Context: an optimization exercise on an open-source flow, tuned for small area and a short achievable clock period. The choices shown serve that exercise and are no tape-out recipe. The RTL was checked by simulation tests, not by an equivalence proof against the original design. Power and IR drop assume default switching activity.

--- design/flow/design.v ---
module bpu_perceptron (
    input  wire        clk,
    input  wire        rst,           
    input  wire        cmd_valid,
    input  wire [39:0] cmd_word,
    output reg         resp_valid,
    output reg  [2:0]  resp,
    output reg  [1:0]  out_class,
    output wire [15:0] misp_count
);
    localparam [2:0] R_FALSE   = 3'b000;
    localparam [2:0] R_TRUE    = 3'b001;
    localparam [2:0] R_STALLED = 3'b010;
    localparam [2:0] R_ACK     = 3'b011;
    localparam [2:0] R_ERR     = 3'b111;
    localparam [1:0] C_NONE   = 2'b00;
    localparam [1:0] C_STALL  = 2'b01;
    localparam [1:0] C_BRANCH = 2'b10;
    localparam [1:0] C_PASS   = 2'b11;
    reg [111:0] wu_q [0:15];    
    reg [15:0]  par_q;          
    reg [15:0]  ph_q;           
    reg [4:0]   nneg_q;         
    reg [1:0]   stall_q;
    reg [15:0]  misp_q;
    reg [15:0]  misp_p1_q;      
    reg         rst_q;          
    reg         b_predict, b_update, b_cycle, b_branch, b_illegal, b_taken;
    reg [3:0]   b_row;
    reg [111:0] b_u;            
    reg         b_p;            
    reg [29-1:0] vq;           
    wire [29-1:0] vd;
    wire [11:0] sx, sy;
    wire s1;
    wire c2;
    wire s3;
    wire c4;
    wire s5;
    wire c6;
    wire s7;
    wire c8;
    wire s9;
    wire c10;
    wire s11;
    wire c12;
    wire s13;
    wire c14;
    wire s15;
    wire c16;
    wire s17;
    wire c18;
    wire s19;
    wire c20;
    wire s21;
    wire c22;
    wire s23;
    wire c24;
    wire s25;
    wire c26;
    wire s27;
    wire c28;
    wire s29;
    wire c30;
    wire s31;
    wire c32;
    wire s33;
    wire c34;
    wire s35;
    wire c36;
    wire s37;
    wire c38;
    wire s39;
    wire c40;
    wire s41;
    wire c42;
    wire s43;
    wire c44;
    wire s45;
    wire c46;
    wire s47;
    wire c48;
    wire s49;
    wire c50;
    wire s51;
    wire c52;
    wire s53;
    wire c54;
    wire s55;
    wire c56;
    wire s57;
    wire c58;
    wire s59;
    wire c60;
    wire s61;
    wire c62;
    wire s63;
    wire c64;
    wire s65;
    wire c66;
    wire s67;
    wire c68;
    wire s69;
    wire c70;
    wire s71;
    wire c72;
    wire s73;
    wire c74;
    wire s75;
    wire c76;
    wire s77;
    wire c78;
    wire s79;
    wire c80;
    wire s81;
    wire c82;
    wire s83;
    wire c84;
    wire s85;
    wire c86;
    wire s87;
    wire c88;
    wire s89;
    wire c90;
    wire s91;
    wire c92;
    wire s93;
    wire c94;
    wire s95;
    wire c96;
    wire s97;
    wire c98;
    wire s99;
    wire c100;
    wire s101;
    wire c102;
    wire s103;
    wire c104;
    wire s105;
    wire c106;
    wire s107;
    wire c108;
    wire s109;
    wire c110;
    wire s111;
    wire c112;
    wire s113;
    wire c114;
    wire s115;
    wire c116;
    wire s117;
    wire c118;
    wire s119;
    wire c120;
    wire s121;
    wire c122;
    wire s123;
    wire c124;
    wire s125;
    wire c126;
    wire s127;
    wire c128;
    wire s129;
    wire c130;
    wire s131;
    wire c132;
    wire s133;
    wire c134;
    wire s135;
    wire c136;
    wire s137;
    wire c138;
    wire s139;
    wire c140;
    wire s141;
    wire c142;
    wire s143;
    wire c144;
    wire s145;
    wire c146;
    wire s147;
    wire c148;
    wire s149;
    wire c150;
    wire s151;
    wire c152;
    wire s153;
    wire c154;
    wire s155;
    wire c156;
    wire s157;
    wire c158;
    wire s159;
    wire c160;
    wire s161;
    wire c162;
    wire s163;
    wire c164;
    wire s165;
    wire c166;
    wire s167;
    wire c168;
    wire s169;
    wire c170;
    wire s171;
    wire c172;
    wire s173;
    wire c174;
    wire s175;
    wire c176;
    wire s177;
    wire c178;
    wire s179;
    wire c180;
    wire s181;
    wire c182;
    wire s183;
    wire c184;
    wire s185;
    wire c186;
    wire s187;
    wire c188;
    wire s189;
    wire c190;
    wire s191;
    wire c192;
    wire s193;
    wire c194;
    wire s195;
    wire c196;
    wire s197;
    wire c198;
    wire s199;
    wire c200;
    wire s201;
    wire c202;
    wire s203;
    wire c204;
    wire s205;
    wire c206;
    wire s207;
    wire c208;
    wire s209;
    wire c210;
    wire s211;
    wire c212;
    wire s213;
    wire c214;
    wire s215;
    wire c216;
    assign s197 = vq[0] ^ vq[1];
    assign c198 = vq[0] & vq[1];
    assign s199 = vq[3] ^ vq[4] ^ vq[5];
    assign c200 = (vq[3] & vq[4]) | (vq[3] & vq[5]) | (vq[4] & vq[5]);
    assign s201 = vq[6] ^ vq[7] ^ vq[8];
    assign c202 = (vq[6] & vq[7]) | (vq[6] & vq[8]) | (vq[7] & vq[8]);
    assign s203 = vq[9] ^ vq[10] ^ vq[11];
    assign c204 = (vq[9] & vq[10]) | (vq[9] & vq[11]) | (vq[10] & vq[11]);
    assign s205 = vq[12] ^ vq[13] ^ vq[14];
    assign c206 = (vq[12] & vq[13]) | (vq[12] & vq[14]) | (vq[13] & vq[14]);
    assign s207 = vq[15] ^ vq[16] ^ vq[17];
    assign c208 = (vq[15] & vq[16]) | (vq[15] & vq[17]) | (vq[16] & vq[17]);
    assign s209 = vq[18] ^ vq[19] ^ vq[20];
    assign c210 = (vq[18] & vq[19]) | (vq[18] & vq[20]) | (vq[19] & vq[20]);
    assign s211 = vq[21] ^ vq[22] ^ vq[23];
    assign c212 = (vq[21] & vq[22]) | (vq[21] & vq[23]) | (vq[22] & vq[23]);
    assign s213 = vq[24] ^ vq[25] ^ vq[26];
    assign c214 = (vq[24] & vq[25]) | (vq[24] & vq[26]) | (vq[25] & vq[26]);
    assign s215 = vq[27] ^ vq[28];
    assign c216 = vq[27] & vq[28];
    assign sx = {1'b0, c216, c214, c212, c210, c208, c206, c204, c202, c200, c198, vq[2]};
    assign sy = {1'b0, 1'b0, s215, s213, s211, s209, s207, s205, s203, s201, s199, s197};
    wire [11:0] usum = sx + sy;
    wire pred = usum[11] | usum[10];
    wire stalled   = b_cycle & (stall_q != 2'd0);
    wire do_update = b_update | (b_branch & ~stalled);
    wire wrong     = pred ^ b_taken;
    wire train     = do_update & wrong;
    wire misp      = b_branch & ~stalled & wrong;
    always @* begin
        resp      = R_FALSE;
        out_class = C_NONE;
        if (b_illegal) begin
            resp = R_ERR;
        end else if (b_predict) begin
            resp = pred ? R_TRUE : R_FALSE;
        end else if (b_update) begin
            resp = R_ACK;
        end else if (b_cycle) begin
            if (stalled) begin
                resp      = R_STALLED;
                out_class = C_STALL;
            end else if (b_branch) begin
                resp      = misp ? R_TRUE : R_FALSE;
                out_class = C_BRANCH;
            end else begin
                resp      = R_FALSE;
                out_class = C_PASS;
            end
        end
    end
    wire        br_live = b_branch & ~stalled;
    wire [15:0] mc_p1 = (br_live & ~b_taken) ? misp_p1_q : misp_q;
    wire [15:0] mc_p0 = (br_live &  b_taken) ? misp_p1_q : misp_q;
    assign misp_count = pred ? mc_p1 : mc_p0;
    reg [111:0] b_trained;
    integer k;
    always @* begin
        for (k = 0; k < 16; k = k + 1) begin
            if (ph_q[k] == b_taken)
                b_trained[k*7 +: 7] = b_u[k*7 +: 7] + {6'd0, b_p};
            else
                b_trained[k*7 +: 7] = b_u[k*7 +: 7] - {6'd0, ~b_p};
        end
    end
    wire [15:0] ph_next = do_update ? {b_taken, ph_q[15:1]} : ph_q;
    wire [7:0] lo    = cmd_word[7:0];
    wire [3:0] row   = cmd_word[11:8];
    wire       taken = lo[4];
    wire is_predict = (lo == 8'h00);
    wire is_update  = ((lo & 8'hEF) == 8'h01);
    wire is_cycle   = ((lo & 8'hE3) == 8'h02);
    wire is_branch  = is_cycle && (lo[3:2] == 2'b00);
    reg [111:0] a_u;
    reg         a_p;
    integer r;
    always @* begin
        a_u = 112'd0;
        a_p = 1'b0;
        for (r = 0; r < 16; r = r + 1) begin
            if (row == r && !(train && b_row == r) && !rst_q) begin
                a_u = a_u | wu_q[r];
                a_p = a_p | par_q[r];
            end
        end
        if (train && row == b_row) begin
            a_u = a_u | b_trained;
            a_p = a_p | ~b_p;
        end
    end
    wire [4:0] nneg_sh = nneg_q + {4'd0, ~b_taken} - {4'd0, ~ph_q[0]};
    wire [4:0] nneg    = do_update ? nneg_sh : nneg_q;
    wire [4:0] kc = a_p ? 5'd8 : nneg;
    wire [6:0] t0,  t1,  t2,  t3,  t4,  t5,  t6,  t7;
    wire [6:0] t8,  t9,  t10, t11, t12, t13, t14, t15;
    wire [111:0] tt;
    genvar g;
    generate
        for (g = 0; g < 16; g = g + 1) begin : g_term
            assign tt[g*7 +: 7] = {a_u[g*7+6] ^ ph_next[g], a_u[g*7 +: 6] ^ {6{~ph_next[g]}}};
        end
    endgenerate
    assign {t15, t14, t13, t12, t11, t10, t9, t8, t7, t6, t5, t4, t3, t2, t1, t0} = tt;
    assign s1 = t0[0] ^ t1[0] ^ t2[0];
    assign c2 = (t0[0] & t1[0]) | (t0[0] & t2[0]) | (t1[0] & t2[0]);
    assign s3 = t3[0] ^ t4[0] ^ t5[0];
    assign c4 = (t3[0] & t4[0]) | (t3[0] & t5[0]) | (t4[0] & t5[0]);
    assign s5 = t0[1] ^ t1[1] ^ t2[1];
    assign c6 = (t0[1] & t1[1]) | (t0[1] & t2[1]) | (t1[1] & t2[1]);
    assign s7 = t3[1] ^ t4[1] ^ t5[1];
    assign c8 = (t3[1] & t4[1]) | (t3[1] & t5[1]) | (t4[1] & t5[1]);
    assign s9 = t6[1] ^ t7[1] ^ t8[1];
    assign c10 = (t6[1] & t7[1]) | (t6[1] & t8[1]) | (t7[1] & t8[1]);
    assign s11 = t0[2] ^ t1[2] ^ t2[2];
    assign c12 = (t0[2] & t1[2]) | (t0[2] & t2[2]) | (t1[2] & t2[2]);
    assign s13 = t3[2] ^ t4[2] ^ t5[2];
    assign c14 = (t3[2] & t4[2]) | (t3[2] & t5[2]) | (t4[2] & t5[2]);
    assign s15 = t6[2] ^ t7[2] ^ t8[2];
    assign c16 = (t6[2] & t7[2]) | (t6[2] & t8[2]) | (t7[2] & t8[2]);
    assign s17 = t9[2] ^ t10[2];
    assign c18 = t9[2] & t10[2];
    assign s19 = t0[3] ^ t1[3] ^ t2[3];
    assign c20 = (t0[3] & t1[3]) | (t0[3] & t2[3]) | (t1[3] & t2[3]);
    assign s21 = t3[3] ^ t4[3] ^ t5[3];
    assign c22 = (t3[3] & t4[3]) | (t3[3] & t5[3]) | (t4[3] & t5[3]);
    assign s23 = t6[3] ^ t7[3] ^ t8[3];
    assign c24 = (t6[3] & t7[3]) | (t6[3] & t8[3]) | (t7[3] & t8[3]);
    assign s25 = t9[3] ^ t10[3] ^ t11[3];
    assign c26 = (t9[3] & t10[3]) | (t9[3] & t11[3]) | (t10[3] & t11[3]);
    assign s27 = t0[4] ^ t1[4] ^ t2[4];
    assign c28 = (t0[4] & t1[4]) | (t0[4] & t2[4]) | (t1[4] & t2[4]);
    assign s29 = t3[4] ^ t4[4] ^ t5[4];
    assign c30 = (t3[4] & t4[4]) | (t3[4] & t5[4]) | (t4[4] & t5[4]);
    assign s31 = t6[4] ^ t7[4] ^ t8[4];
    assign c32 = (t6[4] & t7[4]) | (t6[4] & t8[4]) | (t7[4] & t8[4]);
    assign s33 = t9[4] ^ t10[4] ^ t11[4];
    assign c34 = (t9[4] & t10[4]) | (t9[4] & t11[4]) | (t10[4] & t11[4]);
    assign s35 = t0[5] ^ t1[5] ^ t2[5];
    assign c36 = (t0[5] & t1[5]) | (t0[5] & t2[5]) | (t1[5] & t2[5]);
    assign s37 = t3[5] ^ t4[5] ^ t5[5];
    assign c38 = (t3[5] & t4[5]) | (t3[5] & t5[5]) | (t4[5] & t5[5]);
    assign s39 = t6[5] ^ t7[5] ^ t8[5];
    assign c40 = (t6[5] & t7[5]) | (t6[5] & t8[5]) | (t7[5] & t8[5]);
    assign s41 = t9[5] ^ t10[5];
    assign c42 = t9[5] & t10[5];
    assign s43 = t0[6] ^ t1[6] ^ t2[6];
    assign c44 = (t0[6] & t1[6]) | (t0[6] & t2[6]) | (t1[6] & t2[6]);
    assign s45 = t3[6] ^ t4[6] ^ t5[6];
    assign c46 = (t3[6] & t4[6]) | (t3[6] & t5[6]) | (t4[6] & t5[6]);
    assign s47 = t6[6] ^ t7[6] ^ t8[6];
    assign c48 = (t6[6] & t7[6]) | (t6[6] & t8[6]) | (t7[6] & t8[6]);
    assign s49 = t9[6] ^ t10[6];
    assign c50 = t9[6] & t10[6];
    assign s51 = t6[0] ^ t7[0] ^ t8[0];
    assign c52 = (t6[0] & t7[0]) | (t6[0] & t8[0]) | (t7[0] & t8[0]);
    assign s53 = t9[0] ^ t10[0] ^ t11[0];
    assign c54 = (t9[0] & t10[0]) | (t9[0] & t11[0]) | (t10[0] & t11[0]);
    assign s55 = t9[1] ^ t10[1] ^ t11[1];
    assign c56 = (t9[1] & t10[1]) | (t9[1] & t11[1]) | (t10[1] & t11[1]);
    assign s57 = t12[1] ^ t13[1] ^ t14[1];
    assign c58 = (t12[1] & t13[1]) | (t12[1] & t14[1]) | (t13[1] & t14[1]);
    assign s59 = t15[1] ^ kc[1] ^ c2;
    assign c60 = (t15[1] & kc[1]) | (t15[1] & c2) | (kc[1] & c2);
    assign s61 = t11[2] ^ t12[2] ^ t13[2];
    assign c62 = (t11[2] & t12[2]) | (t11[2] & t13[2]) | (t12[2] & t13[2]);
    assign s63 = t14[2] ^ t15[2] ^ kc[2];
    assign c64 = (t14[2] & t15[2]) | (t14[2] & kc[2]) | (t15[2] & kc[2]);
    assign s65 = c6 ^ c8 ^ c10;
    assign c66 = (c6 & c8) | (c6 & c10) | (c8 & c10);
    assign s67 = s11 ^ s13;
    assign c68 = s11 & s13;
    assign s69 = t12[3] ^ t13[3] ^ t14[3];
    assign c70 = (t12[3] & t13[3]) | (t12[3] & t14[3]) | (t13[3] & t14[3]);
    assign s71 = t15[3] ^ kc[3] ^ c12;
    assign c72 = (t15[3] & kc[3]) | (t15[3] & c12) | (kc[3] & c12);
    assign s73 = c14 ^ c16 ^ c18;
    assign c74 = (c14 & c16) | (c14 & c18) | (c16 & c18);
    assign s75 = s19 ^ s21 ^ s23;
    assign c76 = (s19 & s21) | (s19 & s23) | (s21 & s23);
    assign s77 = t12[4] ^ t13[4] ^ t14[4];
    assign c78 = (t12[4] & t13[4]) | (t12[4] & t14[4]) | (t13[4] & t14[4]);
    assign s79 = t15[4] ^ kc[4] ^ c20;
    assign c80 = (t15[4] & kc[4]) | (t15[4] & c20) | (kc[4] & c20);
    assign s81 = c22 ^ c24 ^ c26;
    assign c82 = (c22 & c24) | (c22 & c26) | (c24 & c26);
    assign s83 = s27 ^ s29 ^ s31;
    assign c84 = (s27 & s29) | (s27 & s31) | (s29 & s31);
    assign s85 = t11[5] ^ t12[5] ^ t13[5];
    assign c86 = (t11[5] & t12[5]) | (t11[5] & t13[5]) | (t12[5] & t13[5]);
    assign s87 = t14[5] ^ t15[5] ^ c28;
    assign c88 = (t14[5] & t15[5]) | (t14[5] & c28) | (t15[5] & c28);
    assign s89 = c30 ^ c32 ^ c34;
    assign c90 = (c30 & c32) | (c30 & c34) | (c32 & c34);
    assign s91 = s35 ^ s37 ^ s39;
    assign c92 = (s35 & s37) | (s35 & s39) | (s37 & s39);
    assign s93 = t11[6] ^ t12[6] ^ t13[6];
    assign c94 = (t11[6] & t12[6]) | (t11[6] & t13[6]) | (t12[6] & t13[6]);
    assign s95 = t14[6] ^ t15[6] ^ c36;
    assign c96 = (t14[6] & t15[6]) | (t14[6] & c36) | (t15[6] & c36);
    assign s97 = c38 ^ c40 ^ c42;
    assign c98 = (c38 & c40) | (c38 & c42) | (c40 & c42);
    assign s99 = s43 ^ s45 ^ s47;
    assign c100 = (s43 & s45) | (s43 & s47) | (s45 & s47);
    assign s101 = t12[0] ^ t13[0] ^ t14[0];
    assign c102 = (t12[0] & t13[0]) | (t12[0] & t14[0]) | (t13[0] & t14[0]);
    assign s103 = t15[0] ^ kc[0];
    assign c104 = t15[0] & kc[0];
    assign s105 = c4 ^ s5 ^ s7;
    assign c106 = (c4 & s5) | (c4 & s7) | (s5 & s7);
    assign s107 = s9 ^ c52 ^ c54;
    assign c108 = (s9 & c52) | (s9 & c54) | (c52 & c54);
    assign s109 = s55 ^ s57;
    assign c110 = s55 & s57;
    assign s111 = s15 ^ s17 ^ c56;
    assign c112 = (s15 & s17) | (s15 & c56) | (s17 & c56);
    assign s113 = c58 ^ c60 ^ s61;
    assign c114 = (c58 & c60) | (c58 & s61) | (c60 & s61);
    assign s115 = s63 ^ s65 ^ s67;
    assign c116 = (s63 & s65) | (s63 & s67) | (s65 & s67);
    assign s117 = s25 ^ c62 ^ c64;
    assign c118 = (s25 & c62) | (s25 & c64) | (c62 & c64);
    assign s119 = c66 ^ c68 ^ s69;
    assign c120 = (c66 & c68) | (c66 & s69) | (c68 & s69);
    assign s121 = s71 ^ s73 ^ s75;
    assign c122 = (s71 & s73) | (s71 & s75) | (s73 & s75);
    assign s123 = s33 ^ c70 ^ c72;
    assign c124 = (s33 & c70) | (s33 & c72) | (c70 & c72);
    assign s125 = c74 ^ c76 ^ s77;
    assign c126 = (c74 & c76) | (c74 & s77) | (c76 & s77);
    assign s127 = s79 ^ s81 ^ s83;
    assign c128 = (s79 & s81) | (s79 & s83) | (s81 & s83);
    assign s129 = s41 ^ c78 ^ c80;
    assign c130 = (s41 & c78) | (s41 & c80) | (c78 & c80);
    assign s131 = c82 ^ c84 ^ s85;
    assign c132 = (c82 & c84) | (c82 & s85) | (c84 & s85);
    assign s133 = s87 ^ s89 ^ s91;
    assign c134 = (s87 & s89) | (s87 & s91) | (s89 & s91);
    assign s135 = s49 ^ c86 ^ c88;
    assign c136 = (s49 & c86) | (s49 & c88) | (c86 & c88);
    assign s137 = c90 ^ c92 ^ s93;
    assign c138 = (c90 & c92) | (c90 & s93) | (c92 & s93);
    assign s139 = s95 ^ s97 ^ s99;
    assign c140 = (s95 & s97) | (s95 & s99) | (s97 & s99);
    assign s141 = c44 ^ c46 ^ c48;
    assign c142 = (c44 & c46) | (c44 & c48) | (c46 & c48);
    assign s143 = c50 ^ c94 ^ c96;
    assign c144 = (c50 & c94) | (c50 & c96) | (c94 & c96);
    assign s145 = c98 ^ c100;
    assign c146 = c98 & c100;
    assign s147 = s1 ^ s3 ^ s51;
    assign c148 = (s1 & s3) | (s1 & s51) | (s3 & s51);
    assign s149 = s59 ^ c102 ^ c104;
    assign c150 = (s59 & c102) | (s59 & c104) | (c102 & c104);
    assign s151 = s105 ^ s107;
    assign c152 = s105 & s107;
    assign s153 = c106 ^ c108 ^ c110;
    assign c154 = (c106 & c108) | (c106 & c110) | (c108 & c110);
    assign s155 = s111 ^ s113 ^ s115;
    assign c156 = (s111 & s113) | (s111 & s115) | (s113 & s115);
    assign s157 = c112 ^ c114 ^ c116;
    assign c158 = (c112 & c114) | (c112 & c116) | (c114 & c116);
    assign s159 = s117 ^ s119 ^ s121;
    assign c160 = (s117 & s119) | (s117 & s121) | (s119 & s121);
    assign s161 = c118 ^ c120 ^ c122;
    assign c162 = (c118 & c120) | (c118 & c122) | (c120 & c122);
    assign s163 = s123 ^ s125 ^ s127;
    assign c164 = (s123 & s125) | (s123 & s127) | (s125 & s127);
    assign s165 = c124 ^ c126 ^ c128;
    assign c166 = (c124 & c126) | (c124 & c128) | (c126 & c128);
    assign s167 = s129 ^ s131 ^ s133;
    assign c168 = (s129 & s131) | (s129 & s133) | (s131 & s133);
    assign s169 = c130 ^ c132 ^ c134;
    assign c170 = (c130 & c132) | (c130 & c134) | (c132 & c134);
    assign s171 = s135 ^ s137 ^ s139;
    assign c172 = (s135 & s137) | (s135 & s139) | (s137 & s139);
    assign s173 = c136 ^ c138 ^ c140;
    assign c174 = (c136 & c138) | (c136 & c140) | (c138 & c140);
    assign s175 = s141 ^ s143 ^ s145;
    assign c176 = (s141 & s143) | (s141 & s145) | (s143 & s145);
    assign s177 = c142 ^ c144;
    assign c178 = c142 & c144;
    assign s179 = s53 ^ s101;
    assign c180 = s53 & s101;
    assign s181 = s109 ^ c148 ^ s149;
    assign c182 = (s109 & c148) | (s109 & s149) | (c148 & s149);
    assign s183 = c150 ^ c152 ^ s153;
    assign c184 = (c150 & c152) | (c150 & s153) | (c152 & s153);
    assign s185 = c154 ^ c156 ^ s157;
    assign c186 = (c154 & c156) | (c154 & s157) | (c156 & s157);
    assign s187 = c158 ^ c160 ^ s161;
    assign c188 = (c158 & c160) | (c158 & s161) | (c160 & s161);
    assign s189 = c162 ^ c164 ^ s165;
    assign c190 = (c162 & c164) | (c162 & s165) | (c164 & s165);
    assign s191 = c166 ^ c168 ^ s169;
    assign c192 = (c166 & c168) | (c166 & s169) | (c168 & s169);
    assign s193 = c170 ^ c172 ^ s173;
    assign c194 = (c170 & c172) | (c170 & s173) | (c172 & s173);
    assign s195 = c146 ^ c174 ^ c176;
    assign c196 = (c146 & c174) | (c146 & c176) | (c174 & c176);
    assign vd = {c196, c178, s195, c194, s177, s193, c192, s175, s191, c190, s171, s189, c188, s167, s187, c186, s163, s185, c184, s159, s183, c182, s155, s181, c180, s151, s179, s147, s103};
    wire [111:0] w_data = rst_q ? 112'd0 : b_trained;
    wire         p_data = ~rst_q & ~b_p;
    integer q;
    always @(posedge clk) begin
        for (q = 0; q < 16; q = q + 1) begin
            if (rst_q || (train && b_row == q)) begin
                wu_q[q]  <= w_data;
                par_q[q] <= p_data;
            end
        end
    end
    always @(posedge clk) begin
        b_u   <= a_u;
        b_p   <= a_p;
        vq    <= vd;
        b_row <= row;
        b_taken <= taken;
        rst_q <= rst;
        if (rst) begin
            ph_q       <= 16'd0;
            nneg_q     <= 5'd16;
            stall_q    <= 2'd0;
            misp_q     <= 16'd0;
            misp_p1_q  <= 16'd1;
            resp_valid <= 1'b0;
            b_predict  <= 1'b0;
            b_update   <= 1'b0;
            b_cycle    <= 1'b0;
            b_branch   <= 1'b0;
            b_illegal  <= 1'b0;
        end else begin
            ph_q    <= ph_next;
            nneg_q  <= nneg;
            if (misp) begin
                misp_q    <= misp_p1_q;
                misp_p1_q <= misp_p1_q + 16'd1;
            end
            if (stalled)
                stall_q <= stall_q - 2'd1;
            else if (misp)
                stall_q <= 2'd2;
            resp_valid <= cmd_valid;
            b_predict  <= cmd_valid & is_predict;
            b_update   <= cmd_valid & is_update;
            b_cycle    <= cmd_valid & is_cycle;
            b_branch   <= cmd_valid & is_branch;
            b_illegal  <= cmd_valid & ~(is_predict | is_update | is_cycle);
        end
    end
endmodule
--- design/flow/config.mk ---
export PLATFORM = sky130hd
export DESIGN_NAME = bpu_perceptron
export DESIGN_NICKNAME = bpu_perceptron
export VERILOG_FILES = /design/flow/design.v
export SDC_FILE = /design/flow/constraint.sdc
export NUM_CORES = 4
export LEC_CHECK = 0
export CAP_MARGIN = 20
export CORE_MARGIN = 2
export CORE_UTILIZATION = 40
export PLACE_DENSITY = 0.6
export SLEW_MARGIN = 20
--- design/flow/standard.sh ---
#!/bin/bash
# synth_recipe.tcl (not shown) runs the flow's synth.tcl, then flattens the netlist and writes it again
# the make line also repeats each setting of config.mk as NAME=value (left out here)
make -C /OpenROAD-flow-scripts/flow DESIGN_CONFIG=/design/flow/config.mk WORK_HOME=/design/flow/orfs CLKGATE_MAP_FILE= SYNTH_SCRIPT=/design/flow/synth_recipe.tcl "${@:-finish}"
--- design/flow/flow/run.sh ---
#!/bin/bash
set -euo pipefail
bash standard.sh SETUP_SLACK_MARGIN=12 CTS_CLUSTER_SIZE=25 CTS_CLUSTER_DIAMETER=100 finish > flow_make.log 2>&1
--- design/flow/constraint.sdc ---
create_clock -name core_clock -period 20.0 [get_ports {clk}]
set_input_delay 4.0000 -clock core_clock [delete_from_list [all_inputs] [get_ports {clk}]]
set_output_delay 4.0000 -clock core_clock [all_outputs]
set_load 0.01 [all_outputs]
==> key figures, run 1 <==
Global routing
  – Total track usage: 25.5%
  – Initial antenna violation count: 13
  – GRT overflow: 0
  – Global-route wire length before repair: 364 mm
  – Largest net degree at the start of global routing: 96
  – Vias in the first global route: 45184

Power and ir drop
  – Internal Power: 6910 µW
  – PwrDens: 105 nW/µm²
  – Sw power: 2600 µW
  – Overall power: 9510 µW
  – Sequential power share: 58.7%
  – Peak VDD IR: 0.0917 mV
  – Clock share of power: 23.3%
  – Leak: 0.0317 µW
  – Switch share: 27.4%
  – Comb power frac: 18.0%

Drt
  – Drt drc: 0
  – Vias per cell: 6.23
  – Routed wire length: 267 mm
  – Total number of vias: 47769
  – DR pass1 iterations: 9
  – Post-route ant nets: 0
  – Initial DRC Count: 8517
  – DR WL/cell: 34.8 µm

Synthesis
  – Syn. warnings: 2
  – Syn Nets: 5012
  – Ys flop type: edfxtp_1
  – Area of the mapped netlist: 79200 µm²
  – Post-synthesis cell count: 4716
  – Seq cells post-synth: 2017
  – EDFF count, synth: 1808
  – Mean Syn Cell Area: 16.8 µm²
  – Synth unique cells: 67
  – Async set-reset flop share out of synthesis: 0%
  – Register area share after synthesis: 73.9%

Timing
  – Fmax: 123 MHz
  – Fin crit period: 8.10 ns
  – Worst-Margin Slew: 1.26 ns
  – Setup TNS: 0 ns
  – Period utilisation layout: 40.5%
  – Final setup violation count: 0
  – Slew headroom: 14.1%
  – Unrepaired setup endpoints after global routing: true
  – Slew Viols, Final: 0
  – Count of final hold-check violations: 0
  – Clk_skew: 0.0471 ns

Place
  – Post-DP HPWL: 114 mm
  – Input/output buffers: 36
  – Placed Area: 82700 µm²
  – Placed cells: 7235
  – GPL Wtd Cong: 0.824

Final layout
  – Final cell count without fillers: 7666
  – Fin area: 90500 µm²
  – Share of layout cells above drive strength 1: 14.5%
  – Layout area overhead: 14.3%
  – Nets: 5237
  – Final cell utilization of the core: 46.0%

Worst setup path
  – Bufs and invs on worst path: 6
  – WP data required: 20.71 ns
  – Crit path depth: 20
  – CP arrival: 8.82 ns
  – CP max stage delay: 0.53 ns
  – Top delay family on crit path: adder cells
  – Crit path max fanout: 14
  – Endpoint class of the critical path: register
  – Worst path cell trace: buf_6, xor2_2, nor3_2, nand3_2, buf_4, a21oi_4, buf_12, buf_16, buf_4, a22o_1, a221oi_1, and3_1, nand4_1, xnor2_2, fa_1, fa_2, fa_2, fa_1, inv_1, fa_2
  – Critical path's slowest cell: fa_2
  – Reg2Reg Depth: 24
  – Critical path launch point type: primary input
  – CP dominant cell by count: fa_2
  – Crit path kind: in2reg

Clocking
  – CTS tree: yes
  – Root buf cell: clkbuf_16
  – H-tree depth: 3
  – Deepest clock path buffer count: 3
  – Clock slew at reported path FFs: 0.11 ns
  – Hold-fix buffers, CTS: 0
  – CTS buffer count: 91
  – Clk latency of the worst-skew pair: 0.77 ns
  – TritonCTS Sinks: 2017

Hold path
  – Hold Path Depth: 2
  – Hold WC Path Type: reg2reg

Floorplan
  – Starting Density: 40.2%
  – Die Y: 449 µm
  – Rows: 163
  – I/O pins: 65
  – Core Area: 197000 µm²
  – Die ar.: 202000 µm²
  – Die W: 449 µm

Flow run
  – Max_cap viols: 0

Outcome
  – Status: finished clean
==> final cells by class <==
| cell class | instances | area [µm²] |
|---|---|---|
| flip-flops and latches | 2017 | 58500 |
| clock buffers | 163 | 2610 |
| well taps | 2640 | 3300 |
| clock inverters | 8 | 91.3 |
| repair buffers | 375 | 5270 |
| inverters | 161 | 617 |
| multi-input cells | 2295 | 20100 |
| diodes | 7 | 17.5 |
| fillers | 16819 | 106000 |
==> through the flow <==
| step | hold WS, ns | setup slack [ns] |
|---|---|---|
| 6_report | 0.515 | 11.90 |
| 5_1_grt | 0.545 | 11.81 |
| 4_1_cts | 0.510 | 11.95 |
| 3_5_place_dp | 0.483 | 9.48 |
| 3_3_place_gp | 0.479 | 9.56 |
| 2_1_floorplan | 0.460 | 11.85 |
==> sequential cells by signal, summed over array words and instances, names as in the netlist, 2 cells and up <==
signal     flops
par_q         16
nneg_q         5
misp_p1_q     16
misp_q        16
ph_q          16
stall_q        2
wu_q        1792
b_row          4
b_u          112
vq            29
==> power groups by stage <==
stage / logic (µW) / clock network [µW] / registers (µW)
6_report: 1710 / 2220 / 5590
5_1_grt: 1840 / 2370 / 5640
4_1_cts: 1640 / 2220 / 5580
3_5_place_dp: 1460 / 0 / 5670
3_3_place_gp: 1430 / 0 / 5650
2_1_floorplan: 961 / 0 / 5630
==> cells by family (layout without fill, tap and decap cells) <==
group	Yosys count	in the layout	share of synthesized area (%)
flops	2017	2017	73.9
compound gates	1069	1069	10.8
simple gates	690	696	4.84
buf+inv	410	707	2.28
fa+ha+maj	253	253	5.07
xor+xnor	241	241	2.67
mux	36	36	0.480
other cells	0	7	0
==> cells in the final DEF (no fill, tap or decap), drive strengths merged, types with 14 or more instances in the layout <==
| cell | synthesis | final |
|---|---|---|
| a2111oi | 14 | 14 |
| a21o | 24 | 24 |
| a21oi | 103 | 103 |
| a221o | 42 | 42 |
| a221oi | 126 | 126 |
| a222oi | 104 | 104 |
| a22o | 149 | 149 |
| a22oi | 416 | 416 |
| and3 | 40 | 44 |
| and4 | 28 | 28 |
| buf | 175 | 322 |
| bufbuf | 0 | 31 |
| clkbuf | 74 | 171 |
| clkdlybuf4s50 | 0 | 14 |
| dfxtp | 209 | 209 |
| edfxtp | 1808 | 1808 |
| fa | 113 | 113 |
| ha | 140 | 140 |
| inv | 161 | 165 |
| mux2 | 16 | 16 |
| mux2i | 20 | 20 |
| nand2 | 104 | 104 |
| nand3 | 67 | 67 |
| nand4 | 86 | 86 |
| nor2 | 153 | 153 |
| nor2b | 79 | 79 |
| nor3 | 22 | 22 |
| nor4 | 18 | 18 |
| o21ai | 36 | 36 |
| o21bai | 34 | 34 |
| or3 | 59 | 60 |
| xnor2 | 184 | 184 |
| xor2 | 57 | 57 |
==> repair_timing <==
action | in CTS | in global routing
endpoints found under the setup margin | 44 | 29
resized for setup | 350 | 134
setup buffers | 142 | 47
gates cloned | 56 | 8
pin swaps | 65 | 96
==> cells in the mapped netlist, drive strengths merged (34+ instances only) <==
| master | n | area share [%] |
|---|---|---|
| a22o | 149 | 1.6 |
| a221oi | 126 | 1.4 |
| nand2 | 104 | 0.49 |
| nand4 | 86 | 0.69 |
| dfxtp | 209 | 5.3 |
| nand3 | 67 | 0.42 |
| a222oi | 104 | 1.3 |
| o21ai | 36 | 0.23 |
| nor2b | 79 | 0.62 |
| inv | 161 | 0.76 |
| nor2 | 153 | 0.73 |
| xnor2 | 184 | 2.0 |
| ha | 140 | 2.2 |
| clkbuf | 74 | 0.35 |
| a22oi | 416 | 4.0 |
| buf | 175 | 1.2 |
| xor2 | 57 | 0.63 |
| and3 | 40 | 0.32 |
| o21bai | 34 | 0.32 |
| a221o | 42 | 0.53 |
| edfxtp | 1808 | 69 |
| fa | 113 | 2.9 |
| a21oi | 103 | 0.66 |
| or3 | 59 | 0.47 |
==> layer usage <==
metal	up-vias	share of wire (%)	global-route usage, %
li1	19279	-	-
met5	-	0.045	0
met2	3111	46	40.3
met3	448	12	4.69
met4	14	3.9	8.90
met1	24917	38	35.5
==> worst reg2reg max path: stages (launching register included) <==
cell and delay [ns]:
dfxtp_2 0.34, fa_1 0.59, ha_4 0.22, a21o_1 0.20
a2111oi_4 0.28, buf_4 0.19, o31a_1 0.21, buf_12 0.14
buf_4 0.11, buf_4 0.20, a2111oi_4 0.10, nor2_1 0.88
and3_4 0.50, buf_12 0.16, buf_4 0.43, a222oi_1 0.16
and3_1 0.20, nand4_1 0.13, xnor2_1 0.22, fa_2 0.51
fa_1 0.53, fa_2 0.38, fa_1 0.51, inv_1 0.06
fa_2 0.53
==> final timing paths <==
check	start	endpoint	slack, ns
max	cmd_word[8]	vq[17]	11.90
min	nneg_q[4]	nneg_q[4]	0.52
max reg2reg	vq[26]	vq[17]	12.19
min reg2reg	nneg_q[4]	nneg_q[4]	0.52
==> inputs of run 2 (changes only) <==
==> design/flow/flow/run.sh (replaced) <==
#!/bin/bash
set -euo pipefail
bash standard.sh SETUP_SLACK_MARGIN=13 CTS_CLUSTER_SIZE=25 CTS_CLUSTER_DIAMETER=100 CORE_UTILIZATION=50 PLACE_DENSITY=0.65 finish > flow_make.log 2>&1
==> key figures, run 2 <==
Outcome
  – Status: finished clean

Power and ir drop
  – Sw power: 2570 µW (-1.2%)
  – Peak VDD IR: 0.0692 mV (-24%)
  – Overall power: 9500 µW (-0.14%)
  – Sequential power share: 58.8% (about the same)
  – Comb power frac: 18.0% (about the same)
  – Switch share: 27.1% (-0.29 points)
  – Clock share of power: 23.2% (about the same)
  – Leak: 0.0320 µW (+0.70%)
  – Internal Power: 6930 µW (+0.25%)
  – PwrDens: 105 nW/µm² (+0.16%)

Worst setup path
  – Critical path launch point type: primary input
  – Endpoint class of the critical path: register
  – Crit path kind: in2reg
  – CP arrival: 8.83 ns (about the same)
  – Crit path max fanout: 40 (+26)
  – WP data required: 20.70 ns (about the same)

Floorplan
  – Rows: 146 (-10%)
  – Core Area: 158000 µm² (-20%)
  – Die W: 402 µm (-10%)
  – Die ar.: 162000 µm² (-20%)
  – Die Y: 402 µm (-10%)
  – I/O pins: 65 (unchanged)
  – Starting Density: 50.2% (+10 points)

Timing
  – Fmax: 123 MHz (-0.26%)
  – Worst setup margin: 11.87 ns (-0.0209 ns)
  – Slew headroom: 21.6% (+7.5 points)
  – Unrepaired setup endpoints after global routing: true
  – Clk_skew: 0.0527 ns (+0.00558 ns)
  – Fin crit period: 8.13 ns (+0.0209 ns)
  – Setup TNS: 0 ns (unchanged)
  – Count of final hold-check violations: 0 (unchanged)
  – Period utilisation layout: 40.6% (+0.10 points)
  – Slew Viols, Final: 0 (unchanged)
  – Worst-Margin Slew: 1.17 ns (-0.0897 ns)
  – Final setup violation count: 0 (unchanged)

Drt
  – Initial DRC Count: 8428 (-1.0%)
  – Vias per cell: 6.74 (+8.1%)
  – Post-route ant nets: 0 (unchanged)
  – Drt drc: 0 (unchanged)
  – DR WL/cell: 36.0 µm (+3.4%)
  – DR pass1 iterations: 7 (-2)
  – Routed wire length: 256 mm (-4.1%)
  – Total number of vias: 47905 (+0.28%)

Synthesis
  – Most common cell in the netlist: edfxtp_1
  – Mean Syn Cell Area: 16.8 µm² (unchanged)
  – Synth area leaders: edfxtp_1 (69%), dfxtp_1 (5.3%), a22oi_1 (3.9%), fa_1 (2.9%), ha_1 (2.2%)
  – Syn. warnings: 2 (unchanged)
  – Synth unique cells: 67 (unchanged)
  – Seq cells post-synth: 2017 (unchanged)
  – Register area share after synthesis: 73.9% (unchanged)
  – Post-synthesis cell count: 4716 (unchanged)
  – Post-synth top cells: edfxtp_1 (1808), a22oi_1 (415), dfxtp_1 (209)
  – Async set-reset flop share out of synthesis: 0% (unchanged)
  – Synth area leader: edfxtp_1
  – Area of the mapped netlist: 79200 µm² (unchanged)
  – Ys flop type: edfxtp_1
  – Syn Nets: 5012 (unchanged)
  – Top cell type's share of synthesized area: 68.6% (unchanged)
  – EDFF count, synth: 1808 (unchanged)

Clocking
  – H-tree depth: 3 (unchanged)
  – Clk latency of the worst-skew pair: 0.76 ns (about the same)
  – CTS tree: yes
  – Deepest clock path buffer count: 3 (unchanged)
  – Root buf cell: clkbuf_16
  – CTS buffer count: 91 (unchanged)
  – TritonCTS Sinks: 2017 (unchanged)
  – Clock slew at reported path FFs: 0.10 ns (about the same)

Final layout
  – Commonest non-fill, non-tap cells in the layout: edfxtp_1 (1808), a22oi_1 (412), dfxtp_1 (206)
  – Share of layout cells above drive strength 1: 15.5% (+1.0 points)
  – Layout area overhead: 14.0%
  – Max reg flops: 1792 (unchanged)
  – Final cell count without fillers: 7110 (-7.3%)
  – Nets: 5255 (+0.34%)
  – Top Registers: wu_q: 1792 flops, b_u: 112 flops, vq: 29 flops
  – Most flops, register: wu_q
  – Leading cell type in the layout, fill and taps excluded: edfxtp_1

Global routing
  – Largest net degree at the start of global routing: 100 (+4.2%)
  – Met3 Use GR: 5.09% (+0.41 points)
  – GR Util met1: 43.6% (+8.1 points)
  – Vias in the first global route: 45109 (-0.17%)
  – GRT overflow: 0 (unchanged)
  – Global routing's busiest layer: met2
  – Global-route wire length before repair: 352 mm (-3.3%)
  – Total track usage: 30.9% (+5.4 points)
  – Initial antenna violation count: 3 (-10)
  – Met2 GRT Util: 49.1% (+8.8 points)

Place
  – Input/output buffers: 36 (unchanged)
  – Pre-CTS setup slack: 8.95 ns (-0.533 ns)
  – GPL Wtd Cong: 0.819 (-0.52%)
  – Placed cells: 6669 (-7.8%)
  – Post-DP HPWL: 112 mm (-1.6%)

Hold path
  – Hold WC Path Type: reg2reg

Flow run
  – Max_cap viols: 0 (unchanged)
run 2: cell counts after synthesis:
Identical to the previous run, type by type.
run 2: per-layer routing:
layer | share of wire [%] | up-vias
met4 | 4.1 | 2
met5 | 0.0055 | -
li1 | - | 19307
met2 | 46 | 3239
met1 | 37 | 24896
met3 | 12 | 461
run 2: final timing paths:
kind / to / slack, ns / start / cells after the start
max: vq[23] / 11.87 / cmd_word[10] / 16
min: nneg_q[4] / 0.51 / nneg_q[4] / 2
min reg2reg: nneg_q[4] / 0.51 / nneg_q[4] / 2
max reg2reg: vq[17] / 12.57 / vq[24] / 22
run 2: cell type report:
class	count	area, µm²
antenna	2	5.00
clock buffer	166	2640
clock inverter	4	51.3
fill	11867	67600
inverter	161	612
multi-input combinational	2293	20300
sequential	2017	58500
tap	2072	2590
timing repair buffer	395	5550
run 2: kinds of logic (layout without fill, tap and decap cells):
logic type      after synthesis  count (layout)  share of synthesized area, %
compound gates             1069            1070                          10.8
buf+inv                     410             726                          2.28
fa+ha+maj                   253             253                          5.07
flops                      2017            2017                          73.9
simple gates                690             693                          4.84
xor+xnor                    241             241                          2.67
other cells                   0               2                             0
mux                          36              36                         0.480
run 2: timing repair:
item,in CTS,in global routing
gates cloned,52,4
resized for setup,447,82
pin swaps,100,67
setup endpoints to repair,96,41
endpoints found under the hold margin,0,0
buffers inserted,172,36
hold buffers,0,0
run 2: worst max-delay path, stage by stage:
cell      delay [ns]
buf_12          0.12
buf_4           0.13
and2_4          0.18
and3_4          0.25
buf_16          0.22
a22o_1          0.30
a221oi_1        0.31
nand4b_1        0.31
xnor2_1         0.25
fa_1            0.62
inv_2           0.07
fa_2            0.46
fa_2            0.36
fa_2            0.54
inv_2           0.04
fa_2            0.54
run 2: per-stage QoR:
step,util (%),cell area [µm²],hold WS (ns)
finish,57.2,90300,0.510
global route,57.2,90300,0.530
CTS,56.7,89400,0.504
detailed placement,52.1,82300,0.481
global placement,52.1,82300,0.475
floorplan,-,79700,0.460
run 2: power groups by stage:
stage | combinational, µW | clock (µW) | sequential, µW
floorplan | 983 | 0 | 5630
global placement | 1430 | 0 | 5640
detailed placement | 1460 | 0 | 5670
CTS | 1650 | 2200 | 5580
global route | 1840 | 2340 | 5630
finish | 1710 | 2200 | 5590

## separate check: timing with driven ports
The results above use ideal ports. As a check the final layouts listed here were re-extracted and re-timed, cells and wires unchanged.
Step 1 (the two cells are an assumption about what drives the block):
set clk [get_ports {clk}]
set_driving_cell -lib_cell sky130_fd_sc_hd__clkbuf_16 $clk
set_driving_cell -lib_cell sky130_fd_sc_hd__buf_2 [delete_from_list [all_inputs] $clk]
Step 2 moves the port delays by t, midway between the first and last clock arrival at a register: inputs arrive t later, outputs are due t later. That takes back most of the time a late clock gives input paths.
Slacks: ideal / step 1 / step 2; pairs: ideal / step 1.
| run | t (ns) | setup WS [ns] | worst register clock-pin slew, ns |
|---|---|---|---|
| run 1 | 0.838 | 11.896 / 11.855 / 11.023 | 0.11 / 0.11 |
| run 2 | 0.819 | 11.875 / 11.880 / 11.062 | 0.11 / 0.11 |
After both steps setup and hold are still met in every run listed. For run 1, which loses most, drivers alone change the setup slack by -0.041 ns; drivers and shift together by -0.873 ns.
